Source: an optimization exercise on an open RTL-to-GDS flow (aim: small area, a short achievable clock period and few clock cycles per item). Production flows keep margins and buffers that such runs may drop. The RTL was checked by simulation tests, not by an equivalence proof against the original design. Power figures rest on the tool's default switching activity, not on a simulated workload.

==> flow/design.v <==
module bp91_codec (
    input  wire        clk,
    input  wire        rst,
    input  wire        cmd_valid,
    output wire        cmd_ready,
    input  wire [1:0]  cmd_op,
    input  wire [11:0] cmd_len,
    input  wire        in_valid,
    output wire        in_ready,
    input  wire [7:0]  in_data,
    output wire        out_valid,
    input  wire        out_ready,
    output wire [7:0]  out_data,
    output reg         done,
    output reg  [7:0]  err_code,
    output reg  [11:0] err_info
);
    localparam OP_LOAD = 2'd0;
    localparam OP_ENC  = 2'd1;
    localparam OP_DEC  = 2'd2;
    localparam OP_DECS = 2'd3;
    localparam T_CHAR  = 2'd0;
    localparam T_BYTE  = 2'd1;
    localparam T_MARK  = 2'd2;
    localparam QD = 6;             
    localparam CD = 7;             
    integer i;
    reg [6:0] ring [0:90];
    reg [6:0] b;
    reg [6:0] bn;            
    reg        nv;
    reg [1:0]  nop;
    reg [11:0] nlen;
    reg        ia;
    reg [1:0]  iop;
    reg [11:0] irem;
    reg        ilast;       
    reg        in_rdy;
    assign cmd_ready = !nv;
    assign in_ready  = in_rdy;
    wire cmd_fire = cmd_valid && !nv;
    wire in_fire  = in_valid && in_rdy;
    reg        hv, tv;
    reg [1:0]  hop, top_;
    reg        hlast, tlast;
    reg        hnob, tnob;
    reg [7:0]  hdat, tdat;
    reg [11:0] kidx;
    reg        alpha_ok;
    reg        errf;         
    reg        e7;
    reg [11:0] eidx;
    reg        dupf;
    reg [6:0]  dupidx;
    reg        finp;         
    reg        fload;
    reg        pdv;
    reg [3:0]  pdc;          
    reg [11:0] pdi;
    reg        c2v;
    reg [1:0]  c2op;
    reg        c2last;
    reg        c2has;
    reg [7:0]  c2dat;        
    reg        pv;
    reg [1:0]  pop_;
    reg        plast;
    reg        phas;         
    reg [7:0]  pdat;         
    reg        pendv;
    reg [6:0]  pend;
    reg        kv;
    reg [1:0]  kop;
    reg        klast;
    reg        khas;
    reg        kpendv;
    reg [13:0] kdat;
    reg [20:0] acc;
    reg [4:0]  n;
    reg        fl;
    reg        mp;           
    reg        menc;
    reg        half;         
    reg [13:0] cr;
    reg        crv, cr2;
    reg        crl;          
    reg [2:0]  tot;          
    reg        room;         
    reg        xv, xe, x2e, x3e, ze;
    reg [1:0]  xt;
    reg        xsel;
    reg [13:0] xdat;
    reg [16:0] xdat5;        
    reg        x2v;
    reg [1:0]  x2t;
    reg        x2sel;
    reg [6:0]  x2hi, x2lo;
    reg        x3v;
    reg [1:0]  x3t;
    reg [7:0]  x3dat;
    reg        zv;
    reg [1:0]  zt;
    reg [7:0]  zdat;         
    reg [11:0] zhi;          
    reg [9:0]  q [0:QD-1];      
    reg [2:0]  qwp, qrp;
    reg [2:0]  qn;
    reg        ov;
    reg        obe;          
    reg [7:0]  ob;
    assign out_valid = ov;
    assign out_data  = ob;
    always @(*) begin
        err_code = {3'd0, pdc[3], 1'b0, pdc[2:0]};
        err_info = pdi;
    end
    function [24:0] ks25;
        input [24:0] a, c;
        reg   [24:0] g, p, gg, pp;
        integer k, d;
        begin
            g = a & c; p = a ^ c; gg = g; pp = p;
            for (d = 1; d < 25; d = d * 2)
                for (k = 24; k >= d; k = k - 1) begin
                    gg[k] = gg[k] | (pp[k] & gg[k - d]);
                    pp[k] = pp[k] & pp[k - d];
                end
            ks25 = p ^ {gg[23:0], 1'b0};
        end
    endfunction
    function [13:0] ks14;
        input [13:0] a, c;
        reg   [13:0] g, p, gg, pp;
        integer k, d;
        begin
            g = a & c; p = a ^ c; gg = g; pp = p;
            for (d = 1; d < 14; d = d * 2)
                for (k = 13; k >= d; k = k - 1) begin
                    gg[k] = gg[k] | (pp[k] & gg[k - d]);
                    pp[k] = pp[k] & pp[k - d];
                end
            ks14 = p ^ {gg[12:0], 1'b0};
        end
    endfunction
    function [7:0] ks8;
        input [7:0] a, c;
        reg   [7:0] g, p, gg, pp;
        integer k, d;
        begin
            g = a & c; p = a ^ c; gg = g; pp = p;
            for (d = 1; d < 8; d = d * 2)
                for (k = 7; k >= d; k = k - 1) begin
                    gg[k] = gg[k] | (pp[k] & gg[k - d]);
                    pp[k] = pp[k] & pp[k - d];
                end
            ks8 = p ^ {gg[6:0], 1'b0};
        end
    endfunction
    wire c_load = (hop == OP_LOAD);
    wire c_enc  = (hop == OP_ENC);
    wire c_dec  = hop[1];
    wire [2:0] kh = kidx[6:4];
    wire [3:0] kl = kidx[3:0];
    reg  [7:0]  gt_h, eq_h;
    reg  [15:0] gt_l;
    reg  [90:0] match, lmask;
    reg  [6:0]  pos;
    always @(*) begin
        for (i = 0; i < 8; i = i + 1) begin
            gt_h[i] = (kh > i);
            eq_h[i] = (kh == i);
        end
        for (i = 0; i < 16; i = i + 1)
            gt_l[i] = (kl > i);
        pos = 7'd0;
        for (i = 0; i < 91; i = i + 1) begin
            match[i] = (ring[i] == hdat[6:0]);
            lmask[i] = gt_h[i / 16] | (eq_h[i / 16] & gt_l[i % 16]);
            if (match[i]) pos = pos | i[6:0];
        end
    end
    wire       anym    = |match;
    wire       anyl    = |(match & lmask);
    wire       member  = !hdat[7] && anym && !hnob;
    wire       k91      = (kidx < 12'd91);
    wire       need_ins = c_load && !hnob && k91;
    wire [6:0] kidx_m1  = kidx[6:0] - 7'd1;
    wire ds_empty = !c2v && !(pv && pop_ == OP_ENC) && !(kv && kop == OP_ENC) &&
                    !(menc && (fl || n != 5'd0)) && !crv &&
                    !(xv && xt == T_CHAR) && !(x2v && x2t == T_CHAR) &&
                    !(x3v && x3t == T_CHAR) && !(zv && zt == T_CHAR);
    wire ins_ok   = (kidx == 12'd0) ? ds_empty : (b == kidx_m1);
    wire c2_free;
    wire c_take = hv && c2_free && !finp && (!need_ins || ins_ok) && (!hlast || !pdv);
    wire c_ins  = c_take && need_ins;
    wire [11:0] kidx_p1 = kidx + 12'd1;
    wire err_now = c_load ? (!hnob && hdat[7]) :
                   ((hop == OP_DECS) && alpha_ok && !hnob && !member);
    wire dup_now = c_load && !hnob && k91 && !hdat[7] && anyl;
    wire fin_slow = c_load || ((hop == OP_DECS) && alpha_ok);
    wire p_free;
    wire c2_take = c2v && p_free;
    assign c2_free = !c2v || c2_take;
    wire [7:0] c2_t = ks8({1'b0, b}, {1'b1, ~c2dat[6:0]});
    wire [7:0] c2_u = ks8({1'b0, b} ^ {1'b1, ~c2dat[6:0]} ^ 8'd91,
                          {(({1'b0, b} & {1'b1, ~c2dat[6:0]}) | ({1'b0, b} & 8'd91) |
                            ({1'b1, ~c2dat[6:0]} & 8'd91)), 1'b0});
    wire [6:0] c2_dig = c2_t[7] ? c2_u[6:0] : c2_t[6:0];      
    wire p_dec = pop_[1];
    wire p_enc = (pop_ == OP_ENC);
    wire p_fwd = p_enc || plast || (phas && pendv);
    wire k_free;
    wire p_take = pv && (!p_fwd || k_free);
    assign p_free = !pv || p_take;
    wire [6:0]  p_dig = pdat[6:0];
    wire [15:0] dh = 16'd1 << pdat[6:3];
    wire [7:0]  dl = 8'd1 << pdat[2:0];
    wire m728_0 = 1'b0;
    wire m728_1 = 1'b0;
    wire m728_2 = 1'b0;
    wire m728_3 = dh[1] | dh[3] | dh[5] | dh[7] | dh[9] | dh[11];
    wire m728_4 = dh[1] | dh[2] | dh[5] | dh[6] | dh[9] | dh[10];
    wire m728_5 = dh[2] | dh[4] | dh[5] | dh[7] | dh[10];
    wire m728_6 = dh[1] | dh[4] | dh[7] | dh[8] | dh[10] | dh[11];
    wire m728_7 = dh[1] | dh[2] | dh[3] | dh[7] | dh[8] | dh[9];
    wire m728_8 = dh[2] | dh[4] | dh[6] | dh[7] | dh[9] | dh[11];
    wire m728_9 = dh[1] | dh[4] | dh[5] | dh[7] | dh[8] | dh[11];
    wire m728_10 = dh[2] | dh[5] | dh[8] | dh[10] | dh[11];
    wire m728_11 = dh[3] | dh[4] | dh[5] | dh[9] | dh[10] | dh[11];
    wire m728_12 = dh[6] | dh[7] | dh[8] | dh[9] | dh[10] | dh[11];
    wire m728_13 = 1'b0;
    wire m91_0 = dl[1] | dl[3] | dl[5] | dl[7];
    wire m91_1 = dl[1] | dl[2] | dl[5] | dl[6];
    wire m91_2 = dl[2] | dl[4] | dl[5] | dl[7];
    wire m91_3 = dl[1] | dl[4] | dl[7];
    wire m91_4 = dl[1] | dl[2] | dl[3] | dl[7];
    wire m91_5 = dl[2] | dl[4] | dl[6] | dl[7];
    wire m91_6 = dl[1] | dl[4] | dl[5] | dl[7];
    wire m91_7 = dl[2] | dl[5];
    wire m91_8 = dl[3] | dl[4] | dl[5];
    wire m91_9 = dl[6] | dl[7];
    wire [13:0] m728 = {m728_13, m728_12, m728_11, m728_10, m728_9, m728_8, m728_7, m728_6, m728_5, m728_4, m728_3, m728_2, m728_1, m728_0};
    wire [9:0]  m91  = {m91_9, m91_8, m91_7, m91_6, m91_5, m91_4, m91_3, m91_2, m91_1, m91_0};
    wire [13:0] pa = {7'd0, pend};
    wire [13:0] pb = m728;
    wire [13:0] pc = {4'd0, m91};
    wire [13:0] s4 = pa ^ pb ^ pc;
    wire [13:0] c4 = {((pa & pb) | (pa & pc) | (pb & pc)), 1'b0};
    wire [13:0] p_v = ks14(s4, c4);
    wire n_gt13 = (n > 5'd13);
    wire n_gt7  = (n > 5'd7);
    wire big13  = (acc[12:0] > 13'd88);
    wire two    = n_gt7 || (acc[13:0] > 14'd90);
    wire cr_iss  = crv && room;
    wire cr_free = !crv || (cr_iss && (half || !cr2));
    wire ext_ok  = cr_free && !mp;
    wire ext     = menc && n_gt13 && ext_ok;                   
    wire i_byte  = !menc && n_gt7 && room && !mp && !crv;
    wire cr_done = cr_iss && (half || !cr2);                   
    wire last_b  = fl && i_byte && (n < 5'd16);                
    wire fdone   = fl && !mp && (menc ? (!n_gt13 && ((n == 5'd0) || cr_free)) :
                                        (!n_gt7 || last_b));
    wire fin_ld  = fdone && menc && (n != 5'd0);               
    wire emb_cr  = fdone && menc && (n == 5'd0) && crv && !cr_done;
    wire need_mk = fdone && !fin_ld && !emb_cr && !last_b;
    wire i_mark  = mp && room && !crv;
    wire issue   = cr_iss || i_byte || i_mark;
    wire it_end  = (cr_done && crl) || last_b;
    wire emit    = i_byte;
    wire clr     = fdone;
    reg  k_acc;
    always @(*) begin
        k_acc = 1'b0;
        if (kv && !fl) begin
            if (kop == OP_ENC)
                k_acc = !khas || !n_gt13 || ext_ok;
            else if (kop[1])
                k_acc = (!khas && !kpendv) || !n_gt7 || (room && !mp && !crv && (n < 5'd16));
            else
                k_acc = 1'b1;
        end
    end
    assign k_free = !kv || k_acc;
    wire k_ins = k_acc && (khas || kpendv) && (kop != OP_LOAD);
    wire k_is13 = (kdat[12:0] > 13'd88);
    wire [28:0] acc_or = {8'd0, acc} | (k_ins ? ({15'd0, kdat} << n) : 29'd0);
    wire [28:0] acc_s13 = acc_or >> 13;
    wire [28:0] acc_s14 = acc_or >> 14;
    wire [28:0] acc_s8  = acc_or >> 8;
    wire [20:0] acc_nx = ext ? (big13 ? acc_s13[20:0] : acc_s14[20:0]) :
                         (emit ? acc_s8[20:0] : acc_or[20:0]);
    wire [4:0]  kk     = ext ? (big13 ? 5'd13 : 5'd14) : (emit ? 5'd8 : 5'd0);
    wire [4:0]  n_sub  = n - kk;
    wire [4:0]  n_nx   = !k_ins ? n_sub :
                         (kop == OP_ENC) ? (n_sub + 5'd8) :
                         khas ? (n_sub + (k_is13 ? 5'd13 : 5'd14)) : 5'd8;
    wire [24:0] ma = {8'd0, xdat5} << 9;
    wire [24:0] md = {8'd0, xdat5} << 6;
    wire [24:0] me = {11'd0, xdat};
    wire [24:0] ms3 = ma ^ md ^ me;
    wire [24:0] mc3 = {((ma & md) | (ma & me) | (md & me)), 1'b0};
    wire [24:0] x_prod = ks25(ms3, mc3);
    wire [24:0] cr5    = ks25({9'd0, cr, 2'b00}, {11'd0, cr});
    wire [6:0]  x_hi   = x_prod[24:18];
    wire [7:0]  la = {1'b0, x2lo};
    wire [7:0]  lb = {1'b0, x2hi} << 5;
    wire [7:0]  lc = {1'b0, x2hi} << 2;
    wire [7:0]  ld = {1'b0, x2hi};
    wire [7:0]  ls1 = la ^ lb ^ lc;
    wire [7:0]  lc1 = {((la & lb) | (la & lc) | (lb & lc)), 1'b0};
    wire [7:0]  ls2 = ls1 ^ lc1 ^ ld;
    wire [7:0]  lc2 = {((ls1 & lc1) | (ls1 & ld) | (lc1 & ld)), 1'b0};
    wire [7:0]  x2_lo = ks8(ls2, lc2);
    wire [6:0]  x2_d  = x2sel ? x2hi : x2_lo[6:0];
    wire [7:0]  nd    = {1'b1, ~x3dat[6:0]};
    wire [7:0]  es    = {1'b0, bn} ^ nd ^ 8'd1;
    wire [7:0]  ec    = {(({1'b0, bn} & nd) | ({1'b0, bn} & 8'd1) | (nd & 8'd1)), 1'b0};
    wire [7:0]  x3_e  = ks8(es, ec);
    wire [7:0]  fs    = {1'b0, bn} ^ nd ^ 8'd92;
    wire [7:0]  fc    = {(({1'b0, bn} & nd) | ({1'b0, bn} & 8'd92) | (nd & 8'd92)), 1'b0};
    wire [7:0]  x3_f  = ks8(fs, fc);
    wire [6:0]  x3_adr = x3_e[7] ? x3_f[6:0] : x3_e[6:0];
    reg  [6:0] zgrp [0:11];
    reg  [6:0] z_rd;
    integer g, k2;
    always @(*) begin
        z_rd = 7'd0;
        for (g = 0; g < 12; g = g + 1) begin
            zgrp[g] = 7'd0;
            for (k2 = 0; k2 < 8; k2 = k2 + 1)
                if (8 * g + k2 < 91)
                    zgrp[g] = zgrp[g] | ({7{zdat[k2]}} & ring[8 * g + k2]);
            z_rd = z_rd | ({7{zhi[g]}} & zgrp[g]);
        end
    end
    wire [7:0] w_dat = (zt == T_CHAR) ? {1'b0, z_rd} : zdat;
    wire       w_mk  = (zt == T_MARK);
    wire [9:0] qh     = q[qrp];
    wire       o_free = !ov || out_ready;
    wire       q_pop  = o_free && (qn != 3'd0);
    wire       o_xfer = ov && out_ready;
    wire [1:0] gone   = {1'b0, o_xfer} + {1'b0, q_pop && qh[8]};
    wire push_zero;
    wire in_push = in_fire || push_zero;
    wire i_end  = in_fire && ilast;
    wire i_idle = !ia || i_end;
    wire act    = i_idle && nv && (nlen != 12'd0);
    assign push_zero = !ia && nv && (nlen == 12'd0) && !(hv && tv);
    wire [1:0] push_op   = in_fire ? iop : nop;
    wire       push_last = in_fire ? ilast : 1'b1;
    wire       push_nob  = !in_fire;
    always @(posedge clk) begin
        for (i = 1; i < 91; i = i + 1) ring[i] <= ring[i-1];
        ring[0] <= c_ins ? hdat[6:0] : ring[90];
        xt    <= i_mark ? T_MARK : (i_byte ? T_BYTE : T_CHAR);
        xe    <= it_end;
        x2e   <= xe;
        x3e   <= x2e;
        ze    <= x3e;
        xsel  <= half;
        xdat  <= i_byte ? {6'd0, acc[7:0]} : cr;
        xdat5 <= cr5[16:0];
        x2t   <= xt;
        x2sel <= xsel;
        x2hi  <= (xt == T_CHAR) ? x_hi : {6'd0, xdat[7]};
        x2lo  <= xdat[6:0];
        x3t   <= x2t;
        x3dat <= (x2t == T_CHAR) ? {1'b0, x2_d} : {x2hi[0], x2lo};
        zt    <= x3t;
        zdat  <= (x3t == T_CHAR) ? (8'd1 << x3_adr[2:0]) : x3dat;
        zhi   <= 12'd1 << x3_adr[6:3];
        if (rst) begin
            b        <= 7'd0;
            bn       <= 7'd1;
            nv       <= 1'b0;
            ia       <= 1'b0;
            in_rdy   <= 1'b0;
            hv       <= 1'b0;
            tv       <= 1'b0;
            kidx     <= 12'd0;
            alpha_ok <= 1'b0;
            errf     <= 1'b0;
            dupf     <= 1'b0;
            finp     <= 1'b0;
            pdv      <= 1'b0;
            pdc      <= 4'd0;
            pdi      <= 12'd0;
            c2v      <= 1'b0;
            pv       <= 1'b0;
            pendv    <= 1'b0;
            kv       <= 1'b0;
            acc      <= 21'd0;
            n        <= 5'd0;
            fl       <= 1'b0;
            mp       <= 1'b0;
            menc     <= 1'b0;
            half     <= 1'b0;
            crv      <= 1'b0;
            tot      <= 3'd0;
            room     <= 1'b1;
            xv       <= 1'b0;
            x2v      <= 1'b0;
            x3v      <= 1'b0;
            zv       <= 1'b0;
            qwp      <= 3'd0;
            qrp      <= 3'd0;
            qn       <= 3'd0;
            ov       <= 1'b0;
            done     <= 1'b0;
        end else begin
            if (c_ins && kidx == 12'd0) begin
                b  <= 7'd0;
                bn <= 7'd1;
            end else begin
                b  <= bn;
                bn <= (bn == 7'd90) ? 7'd0 : bn + 7'd1;
            end
            if (cmd_fire) begin
                nv   <= 1'b1;
                nop  <= cmd_op;
                nlen <= cmd_len;
            end
            if (act) begin
                ia    <= 1'b1;
                iop   <= nop;
                irem  <= nlen;
                ilast <= (nlen == 12'd1);
                nv    <= 1'b0;
            end else if (push_zero) begin
                nv    <= 1'b0;
            end else if (in_fire) begin
                irem  <= irem - 12'd1;
                ilast <= (irem == 12'd2);
                if (ilast) ia <= 1'b0;
            end
            if (c_take) begin
                if (tv) begin
                    hop <= top_; hlast <= tlast; hnob <= tnob; hdat <= tdat;
                    if (in_push) begin
                        top_ <= push_op; tlast <= push_last; tnob <= push_nob; tdat <= in_data;
                    end else begin
                        tv <= 1'b0;
                    end
                end else begin
                    hv <= in_push;
                    hop <= push_op; hlast <= push_last; hnob <= push_nob; hdat <= in_data;
                end
            end else if (in_push) begin
                if (!hv) begin
                    hv <= 1'b1;
                    hop <= push_op; hlast <= push_last; hnob <= push_nob; hdat <= in_data;
                end else begin
                    tv <= 1'b1;
                    top_ <= push_op; tlast <= push_last; tnob <= push_nob; tdat <= in_data;
                end
            end
            begin : rdy
                reg [1:0] cnt_next;
                reg       ia_next;
                cnt_next = {1'b0, hv} + {1'b0, tv} + {1'b0, in_push} - {1'b0, c_take};
                ia_next  = act || (ia && !i_end);
                in_rdy  <= ia_next && (cnt_next <= 2'd1);
            end
            if (c_take) begin
                kidx <= hlast ? 12'd0 : kidx_p1;
                if (!errf) begin
                    eidx <= kidx;
                    e7   <= hdat[7];
                    errf <= err_now;
                end
                if (!dupf) begin
                    dupidx <= kidx[6:0];
                    dupf   <= dup_now;
                end
                if (hlast) begin
                    pdv <= 1'b1;
                    if (fin_slow) begin
                        finp  <= 1'b1;
                        fload <= c_load;
                        pdi   <= (c_load && !hnob) ? kidx_p1 : 12'd0;
                    end else begin
                        pdc  <= alpha_ok ? 4'd0 : 4'b1011;
                        pdi  <= 12'd0;
                        errf <= 1'b0;
                        dupf <= 1'b0;
                    end
                end
            end
            if (finp) begin
                finp <= 1'b0;
                errf <= 1'b0;
                dupf <= 1'b0;
                if (fload) begin
                    alpha_ok <= 1'b0;
                    if (pdi != 12'd91) begin
                        pdc <= 4'd1;
                    end else if (errf) begin
                        pdc <= 4'd2;
                        pdi <= eidx;
                    end else if (dupf) begin
                        pdc <= 4'd3;
                        pdi <= {5'd0, dupidx};
                    end else begin
                        pdc <= 4'd0;
                        pdi <= 12'd0;
                        alpha_ok <= 1'b1;
                    end
                end else if (errf) begin
                    pdc <= e7 ? 4'd4 : 4'd5;
                    pdi <= eidx;
                end else begin
                    pdc <= 4'd0;
                end
            end
            if (c2_free) begin
                c2v    <= c_take && (c_enc ? (alpha_ok || hlast) :
                                     (hlast || (c_dec && alpha_ok && member)));
                c2op   <= hop;
                c2last <= hlast;
                c2has  <= c_enc ? (alpha_ok && !hnob) : (c_dec && alpha_ok && member);
                c2dat  <= c_enc ? hdat : {1'b0, pos};
            end else if (c2op[1]) begin
                c2dat[6:0] <= (c2dat[6:0] == 7'd90) ? 7'd0 : c2dat[6:0] + 7'd1;
            end
            if (p_take) begin
                if (p_dec) begin
                    if (plast) begin
                        pendv <= 1'b0;
                    end else if (phas) begin
                        pendv <= !pendv;
                        if (!pendv) pend <= p_dig;
                    end
                end
            end
            if (p_free) begin
                pv    <= c2_take;
                pop_  <= c2op;
                plast <= c2last;
                phas  <= c2has;
                pdat  <= (c2op == OP_ENC) ? c2dat : {1'b0, c2_dig};
            end
            if (k_free) begin
                kv <= p_take && p_fwd;
                kop <= pop_;
                klast <= plast;
                if (p_enc) begin
                    khas   <= phas;
                    kpendv <= 1'b0;
                    kdat   <= {6'd0, pdat};
                end else if (p_dec) begin
                    if (phas && pendv) begin
                        khas   <= 1'b1;
                        kpendv <= 1'b0;
                        kdat   <= p_v;
                    end else begin
                        khas   <= 1'b0;
                        kpendv <= phas || pendv;
                        kdat   <= {7'd0, phas ? p_dig : pend};
                    end
                end else begin
                    khas   <= 1'b0;
                    kpendv <= 1'b0;
                end
            end
            if (k_acc) begin
                menc <= (kop == OP_ENC);
                if (klast) fl <= 1'b1;
            end
            if (emb_cr)
                crl <= 1'b1;
            if (ext || fin_ld) begin
                cr   <= (ext && big13) ? {1'b0, acc[12:0]} : acc[13:0];
                cr2  <= ext || two;
                crl  <= fin_ld;
                crv  <= 1'b1;
                half <= 1'b0;
            end else if (cr_iss) begin
                if (half || !cr2) begin
                    crv  <= 1'b0;
                    half <= 1'b0;
                end else begin
                    half <= 1'b1;
                end
            end
            if (i_mark)
                mp <= 1'b0;
            if (clr) begin
                acc  <= 21'd0;
                n    <= 5'd0;
                fl   <= 1'b0;
                mp   <= need_mk;
            end else begin
                acc <= acc_nx;
                n   <= n_nx;
            end
            xv  <= issue;
            x2v <= xv;
            x3v <= x2v;
            zv  <= x3v;
            begin : cred
                reg [2:0] tn;
                tn = tot + {2'd0, issue} - {1'd0, gone};
                tot  <= tn;
                room <= (tn < CD);
            end
            if (zv) begin
                q[qwp] <= {ze, w_mk, w_dat};
                qwp    <= (qwp == QD - 1) ? 3'd0 : qwp + 3'd1;
            end
            if (q_pop)
                qrp <= (qrp == QD - 1) ? 3'd0 : qrp + 3'd1;
            qn <= qn + {2'd0, zv} - {2'd0, q_pop};
            done <= 1'b0;
            if (o_free) begin
                if (q_pop) begin
                    if (qh[8]) begin
                        done <= 1'b1;
                        pdv  <= 1'b0;
                        ov   <= 1'b0;
                    end else begin
                        ob  <= qh[7:0];
                        obe <= qh[9];
                        ov  <= 1'b1;
                    end
                end else begin
                    ov <= 1'b0;
                end
            end
            if (o_xfer && obe) begin
                done <= 1'b1;
                pdv  <= 1'b0;
            end
        end
    end
endmodule
==> flow/flow/run.sh <==
#!/bin/bash
set -euo pipefail
export SETUP_SLACK_MARGIN=8.3
bash standard.sh > flow_standard.log 2>&1
==> flow/standard.sh <==
#!/bin/bash
# synth_recipe.tcl (not shown) runs the flow's synth.tcl, then flattens the netlist and writes it again
# the make line also repeats each setting of config.mk as NAME=value (left out here)
make -C /OpenROAD-flow-scripts/flow DESIGN_CONFIG=/design/flow/config.mk WORK_HOME=/design/flow/orfs CLKGATE_MAP_FILE= SYNTH_SCRIPT=/design/flow/synth_recipe.tcl "${@:-finish}"
==> flow/config.mk <==
export PLATFORM = sky130hd
export DESIGN_NAME = bp91_codec
export DESIGN_NICKNAME = bp91_codec
export VERILOG_FILES = /design/flow/design.v
export SDC_FILE = /design/flow/constraint.sdc
export NUM_CORES = 4
export LEC_CHECK = 0
export CAP_MARGIN = 20
export CORE_MARGIN = 2
export CORE_UTILIZATION = 35
export CTS_CLUSTER_DIAMETER = 100
export CTS_CLUSTER_SIZE = 24
export PLACE_DENSITY = 0.55
export SLEW_MARGIN = 20
==> flow/constraint.sdc <==
create_clock -name core_clock -period 12.0 [get_ports {clk}]
set_input_delay 2.4000 -clock core_clock [delete_from_list [all_inputs] [get_ports {clk}]]
set_output_delay 2.4000 -clock core_clock [all_outputs]
set_load 0.01 [all_outputs]
==> results of run 1 <==
-- how the worst max path moves through the flow --
stage                          from  endpoint  depth (start not counted)
final                       hdat[5]  c2dat[3]                          9
after global routing        hdat[6]       c2v                         11
after CTS                       rst   q[5][6]                          5
after detailed placement  out_ready      room                         11
after global placement    out_ready      room                         13
after floorplan           out_ready    tot[2]                         10
-- power by group through the flow --
stage / Combinational [uW] / Sequential (uW) / Clock (uW)
floorplan: 1440 / 3910 / 0
global placement: 1860 / 4160 / 0
detailed placement: 1870 / 4160 / 0
CTS: 1920 / 4080 / 2040
global route: 2210 / 4100 / 2150
finish: 2020 / 4080 / 2010
-- metrics by stage --
stage / instance area [sq um] / util (%) / setup WS (ns)
floorplan: 46600 / - / 7.80
global placement: 48500 / 36.9 / 7.15
detailed placement: 48500 / 36.9 / 7.14
CTS: 50500 / 38.4 / 8.28
global route: 51000 / 38.8 / 8.24
finish: 51000 / 38.8 / 8.23
-- registers in the layout, indices dropped and copies added (netlist names), 14 cells and up, named ones only --
name and flops:
xdat5 17, q 60, xdat 14, cr 14
kdat 14, ring 637, acc 21
-- repair_timing --
item,CTS,global route
gates cloned,8,8
endpoints found under the setup margin,213,123
pin swaps,9,7
buffers inserted,20,21
gates resized for setup,167,48
-- layout make-up --
class	instances	area share, %
sequential	1042	45.1
inverter	127	0.946
clock inverter	7	0.172
clock buffer	72	2.74
tap	1755	4.30
multi-input combinational	2964	43.3
timing repair buffer	165	3.39
-- kinds of logic (layout without fill, tap and decap cells) --
family	Yosys count	count (layout)	share of synthesized area, %
multiplexers	90	90	2.54
flip-flops	1042	1042	49.4
buffers and inverters	374	371	4.02
other	1	4	0.00807
AND/OR/NAND/NOR	1069	1070	12.1
AO/OA/AOI/OAI	904	905	13.4
adder cells (fa/ha/maj)	155	155	4.60
XOR/XNOR	740	740	14.0
-- layer usage --
layer  vias to the layer above  track usage, %
li1                      15748               -
met1                     17036            30.1
met2                      1444            34.0
met3                       300            3.24
met4                         2            8.69
met5                         -               0
-- layout by cell type, fill, tap and decap left out, drive strengths merged, types with 33 or more instances in the layout --
cell type and count:
o22ai 40, ha 129, nand4 180, nor3 68
nand2b 37, buf 124, inv 129, clkbuf 78
a22oi 329, nor2b 33, nand3 54, edfxtp 209
nor4 113, dfxtp 833, mux2i 39, a21oi 195
xor2 336, xnor2 404, nor2 262, o21ai 97
nand2 184
==> results_dict.tcl, run 1 <==
set metrics [dict create \
    avgSynthCellArea_sq_um 10.6 \
    synth-main-ff-cell "dfxtp_1" \
    synth_common_cells "dfxtp_1 (833), xnor2_1 (404), xor2_1 (336), a22oi_1 (329), nor2_1 (260)" \
    routabilityCongestion 0.998 \
    outcome "timing/DRC/antenna clean" \
    syn2layout_area_growth_pct 9.89 \
    synthCells 4375 \
    end_kind "flip-flop" \
    crit_buf_inv 3 \
    r2r-end "c2dat[3]" \
    skew_ns 0.0465 \
    fillers 12841 \
    yosysTopAreaCellShare_pct 35.9 \
    required_ns 12.39 \
    drive_gt1_share_pct 8.89 \
    grt_pass1_wl_um 225000 \
    synth_edf_count 209 \
    synthTopCellsByArea "dfxtp_1 (36%), edfxtp_1 (14%), xnor2_1 (7.6%)" \
    drt-met1-wl_um 68000 \
    first_iter_violations 3926 \
    multiInputGateArea_sq_um 22100 \
    final_cells 6132 \
    overflow 0 \
    ys_seq_elements 1042 \
    slew_violations 0 \
    p_comb_share_pct 24.9 \
    async_reset_ff_share_pct 0 \
    slowest_stage "o32ai_1" \
    wl_per_cell_um 25.3 \
    drcViolationCount 0 \
    drt-pass1-iter-count 7 \
    routed-via-count 34530 \
    drt-vias-per-instance 5.63 \
    die_area_sq_um 136000 \
    ant_nets 0 \
    finalHoldViolations 0 \
    rows 133 \
    clock_latency_ns 0.71 \
    io_pins 59 \
    reg2reg_slack_ns 8.23 \
    rsz0062_at_grt "yes" \
    grt_max_degree 51 \
    cts_root_buf "clkbuf_16" \
    intPower_uw 5330 \
    max_freq_mhz 266 \
    diodes 0 \
    hold_depth 0 \
    hold_path.class "flip-flop to flip-flop" \
    crit_path_frequent_cell "buf_12" \
    clockPowerShare_pct 24.7 \
    powerDensity_nw_per_um2 159 \
    initial_utilization_pct 35.3 \
    track_usage_pct 21.8 \
    finalPower_uw 8110 \
    worstPathCellList "buf_12, buf_12, buf_6, xnor2_1, nand4_1, or3b_1, or4_1, o32ai_1, o21ai_0" \
    regArea_sq_um 23000 \
    cts_hold_buf 0 \
    slowest_delay_ns 0.74 \
    synth_warnings 3 \
    nets 4533 \
    synth_area_sq_um 46400 \
    dieWidth_um 368 \
    grt_antenna_before_repair 1 \
    fin_hold_ws_ns 0.330 \
    ys_types 97 \
    grt_pass1_vias 33293 \
    die_y_um 368 \
    synth_area_leader_cell "dfxtp_1" \
    yosysMostFrequentCell "dfxtp_1" \
    p_seq_share_pct 50.3 \
    cts_tree "done" \
    wl_met2_um 69400 \
    yosysSeqAreaShare_pct 49.4 \
    clkSinkCount 1042 \
    r2r-start "hdat[5]" \
    sw_frac_of_total_pct 34.3 \
    dpl.cell_count 5996 \
    maxCapViolCount 0 \
    finalSetupTns_ns 0 \
    highest_layer "met5" \
    wl_met3_um 11200 \
    r2r_cells 9 \
    min_period_ns 3.77 \
    criticalPathCategory "flip-flop to flip-flop" \
    worst_ep_arrival_time_ns 4.16 \
    hold_end "x2lo[5]" \
    tightestPinTransition_ns 1.22 \
    numPortBuffers 54 \
    cts_htree_levels 2 \
    core_area_sq_um 132000 \
    dp_hpwl_um 104000 \
    path_max_fanout 23 \
    clockBufferDepth 3 \
    power.leakage_uw 0.0186 \
    fin_crit_sh_pct 31.4 \
    clk_pin_slew_ns 0.09 \
    hp-start "xdat[5]" \
    slew_headroom_pct 18.2 \
    critPathTopFamily "simple AND/OR/NAND/NOR gates" \
    startpoint_type "flip-flop" \
    wl_um 155000 \
    ir_drop_mv 0.121 \
    switchingPower_uw 2780 \
    cts_buffers 51 \
    finalSetupViolCount 0 \
]
Testbench counts, summed over its fixed seeds: cycles 39,367, items 35,196.
==> run 2, diff against run 1 <==
--- a/flow/design.v
+++ b/flow/design.v
@@ -600,6 +600,9 @@
             begin : cred
-                reg [2:0] tn;
-                tn = tot + {2'd0, issue} - {1'd0, gone};
-                tot  <= tn;
-                room <= (tn < CD);
+                reg [2:0] tn0, tn1;
+                reg       mk;
+                mk  = (qn != 3'd0) && qh[8];
+                tn1 = tot + {2'd0, issue} - {2'd0, ov} - {2'd0, mk};
+                tn0 = tot + {2'd0, issue} - {2'd0, !ov && mk};
+                tot  <= out_ready ? tn1 : tn0;
+                room <= out_ready ? (tn1 < CD) : (tn0 < CD);
             end
==> flow/flow/run.sh (replaced) <==
#!/bin/bash
set -euo pipefail
export SETUP_SLACK_MARGIN=8.5
bash standard.sh > flow_standard.log 2>&1
==> run 2 against run 1 <==
Effect of this change: fmax up 3.6%; utilization up 0.81 points; clock power up 2%; final area up 1.6%; register-to-register slack better by 0.15 ns; global-route usage down 0.14 points; count of clock-buffer cells in the layout unchanged; critical path depth down 8.
==> results_dict.tcl, run 2 <==
set metrics [dict create \
    wl_per_cell_um 25.0 \
    clockBufferDepth 3 \
    rows 133 \
    fin_crit_sh_pct 30.3 \
    fillers 12711 \
    die_y_um 367 \
    maxCapViolCount 0 \
    synth_area_sq_um 46100 \
    postLayoutCellArea_sq_um 51800 \
    yosysMostFrequentCell "dfxtp_1" \
    grt_antenna_before_repair 1 \
    multiInputGateArea_sq_um 22400 \
    initial_utilization_pct 35.2 \
    required_ns 9.60 \
    overflow 0 \
    crit_buf_inv 1 \
    ys_seq_elements 1042 \
    slowest_delay_ns 0.38 \
    regMostFlops "ring" \
    numPortBuffers 54 \
    dpl_cell_area_sq_um 48600 \
    finalHoldViolations 0 \
    drt-pass1-iter-count 6 \
    grt_pass1_vias 33625 \
    routabilityCongestion 0.986 \
    power.leakage_uw 0.0189 \
    first_iter_violations 3755 \
    synth_warnings 3 \
    slew_headroom_pct 18.0 \
    synthTopCellsByArea "dfxtp_1 (36%), edfxtp_1 (14%), xnor2_1 (7.6%)" \
    ir_drop_mv 0.108 \
    ys_types 87 \
    synth_edf_count 209 \
    critPathLaunch "ob[4]" \
    yosysSeqAreaShare_pct 49.8 \
    grtUsageMet2_pct 33.1 \
    clock_latency_ns 0.73 \
    r2r-start "hdat[3]" \
    drive_gt1_share_pct 10.6 \
    busiest_layer "met2" \
    nets 4546 \
    cts_buffers 52 \
    clkSinkCount 1042 \
    min_period_ns 3.63 \
    synth-main-ff-cell "dfxtp_1" \
    grt_pass1_wl_um 224000 \
    path_max_fanout 1 \
    core_area_sq_um 131000 \
    hold_path.class "flip-flop to flip-flop" \
    finalSetupViolCount 0 \
    clk_pin_slew_ns 0.09 \
    io_pins 59 \
    drt-vias-per-instance 5.61 \
    layout_commonest_cell "dfxtp_1" \
    critPathTopFamily "flip-flops" \
    ant_nets 0 \
    synthCells 4351 \
    dp_hpwl_um 105000 \
    cts_root_buf "clkbuf_16" \
    cts_htree_levels 2 \
    rsz0062_at_grt "yes" \
    end_kind "primary output" \
    worst_ep_arrival_time_ns 1.23 \
    wl_um 153000 \
    finalPower_uw 8260 \
    grtUsageMet1_pct 30.4 \
    routed-via-count 34486 \
    tightestPinTransition_ns 1.22 \
    dieWidth_um 367 \
    slew_violations 0 \
    criticalPathCategory "flip-flop to primary output" \
    hp-start "xdat[3]" \
    grt_use_met3_pct 3.65 \
    async_reset_ff_share_pct 0 \
    skew_ns 0.0499 \
    yosysTopAreaCellShare_pct 36.2 \
    worstPathCellList "buf_2" \
    die_area_sq_um 135000 \
    cts_tree "done" \
    avgSynthCellArea_sq_um 10.6 \
    finalSetupTns_ns 0 \
    slowest_stage "edfxtp_1" \
    max_freq_mhz 275 \
    regArea_sq_um 23000 \
    drcViolationCount 0 \
    diodes 0 \
    track_usage_pct 21.6 \
    synth_area_leader_cell "dfxtp_1" \
    grt_max_degree 63 \
    final_cell_mix "dfxtp_1 (799), xnor2_1 (400), xor2_1 (345), a22oi_1 (318), nor2_1 (243)" \
    startpoint_type "flip-flop" \
    largest_register_ffs 637 \
    synth_common_cells "dfxtp_1 (833), xnor2_1 (401), xor2_1 (346), a22oi_1 (318), nor2_1 (255)" \
    powerDensity_nw_per_um2 159 \
    top_regs "ring: 637 flops, q: 60 flops, acc: 21 flops" \
    outcome "timing/DRC/antenna clean" \
    cts_hold_buf 0 \
    syn2layout_area_growth_pct 12.5 \
]
## run 2: layout make-up
| type | instances | share of cell area [%] |
|---|---|---|
| flip-flops and latches | 1042 | 44.4 |
| well taps | 1755 | 4.24 |
| clock inverters | 9 | 0.299 |
| repair buffers | 200 | 4.16 |
| multi-input cells | 2936 | 43.2 |
| clock buffers | 72 | 2.67 |
| inverters | 129 | 0.973 |
## run 2: final timing paths
kind              depth (start not counted)  slack (ns)     endpoint
hold / removal                            0        0.33      x2lo[3]
setup reg to reg                         11        8.38        c2has
hold reg to reg                           0        0.33      x2lo[3]
setup / recovery                          1        8.37  out_data[4]
## run 2: logic make-up after synthesis
group                    synth area share, %
multiplexers                            2.74
AO/OA/AOI/OAI                           13.2
adder cells (fa/ha/maj)                 4.72
AND/OR/NAND/NOR                         11.9
flip-flops                              49.8
other                                0.00814
XOR/XNOR                                14.2
buffers and inverters                   3.40
## run 2: per-layer routing
metal | share of wire (%) | wire (um) | up-vias
met3 | 7.6 | 11600 | 283
li1 | - | - | 15748
met2 | 44 | 67000 | 1407
met4 | 4.2 | 6370 | 0
met5 | 0 | 0 | -
met1 | 45 | 68300 | 17048
## run 2: report_power, final
group	total, uW	internal (uW)	switching [uW]	leakage (uW)
registers	4080	3770	308	0.00870
clock network	2050	834	1210	0.000736
logic	2140	789	1350	0.00946
total	8260	5390	2870	0.0189
## run 2: what timing repair did
| item | CTS | global route |
|---|---|---|
| setup endpoints to repair | 235 | 192 |
| setup buffers | 39 | 35 |
| pin swaps | 11 | 21 |
| resized for setup | 245 | 85 |
| cloned | 5 | 10 |
## run 2: stage by stage
step,std cells,hold WS [ns],setup slack (ns),utilization [%]
after floorplan,4354,0.310,8.10,-
after global routing,6143,0.346,8.32,39.6
after global placement,5973,0.315,7.04,37.1
after detailed placement,5973,0.312,6.84,37.1
after CTS,6098,0.336,8.32,38.9
final,6143,0.335,8.37,39.6
Testbench counts of run 2, summed over its fixed seeds: cycles 39,367, items 35,196.

==> separate check: timing with driven ports <==
Ports are ideal in the flow. The routed layouts listed here were re-timed in OpenROAD. Step 1 (the two cells are an assumption about what drives the block):
set clk [get_ports {clk}]
set_driving_cell -lib_cell sky130_fd_sc_hd__clkbuf_16 $clk
set_driving_cell -lib_cell sky130_fd_sc_hd__buf_2 [delete_from_list [all_inputs] $clk]
Step 2 times the ports against the registers' clock, not the clock port: input delays grow and output delays shrink by t, the midpoint of the rising clock arrivals with the driver on. Three values: ideal, step 1, step 2; two values: the first two.
| run | t (ns) | setup WS [ns] | worst hold slack (ns) | worst data-port slew with drivers (ns) |
|---|---|---|---|---|
| run 1 | 0.759 | 8.234 / 8.234 / 7.631 | 0.330 / 0.330 / 0.330 | 0.06 |
| run 2 | 0.776 | 8.365 / 8.280 / 7.839 | 0.335 / 0.335 / 0.335 | 0.05 |
After both steps setup and hold are still met in every run listed. The setup slack of run 1, which loses most, moves by 0.000 ns with the drivers and by -0.603 ns with both steps.
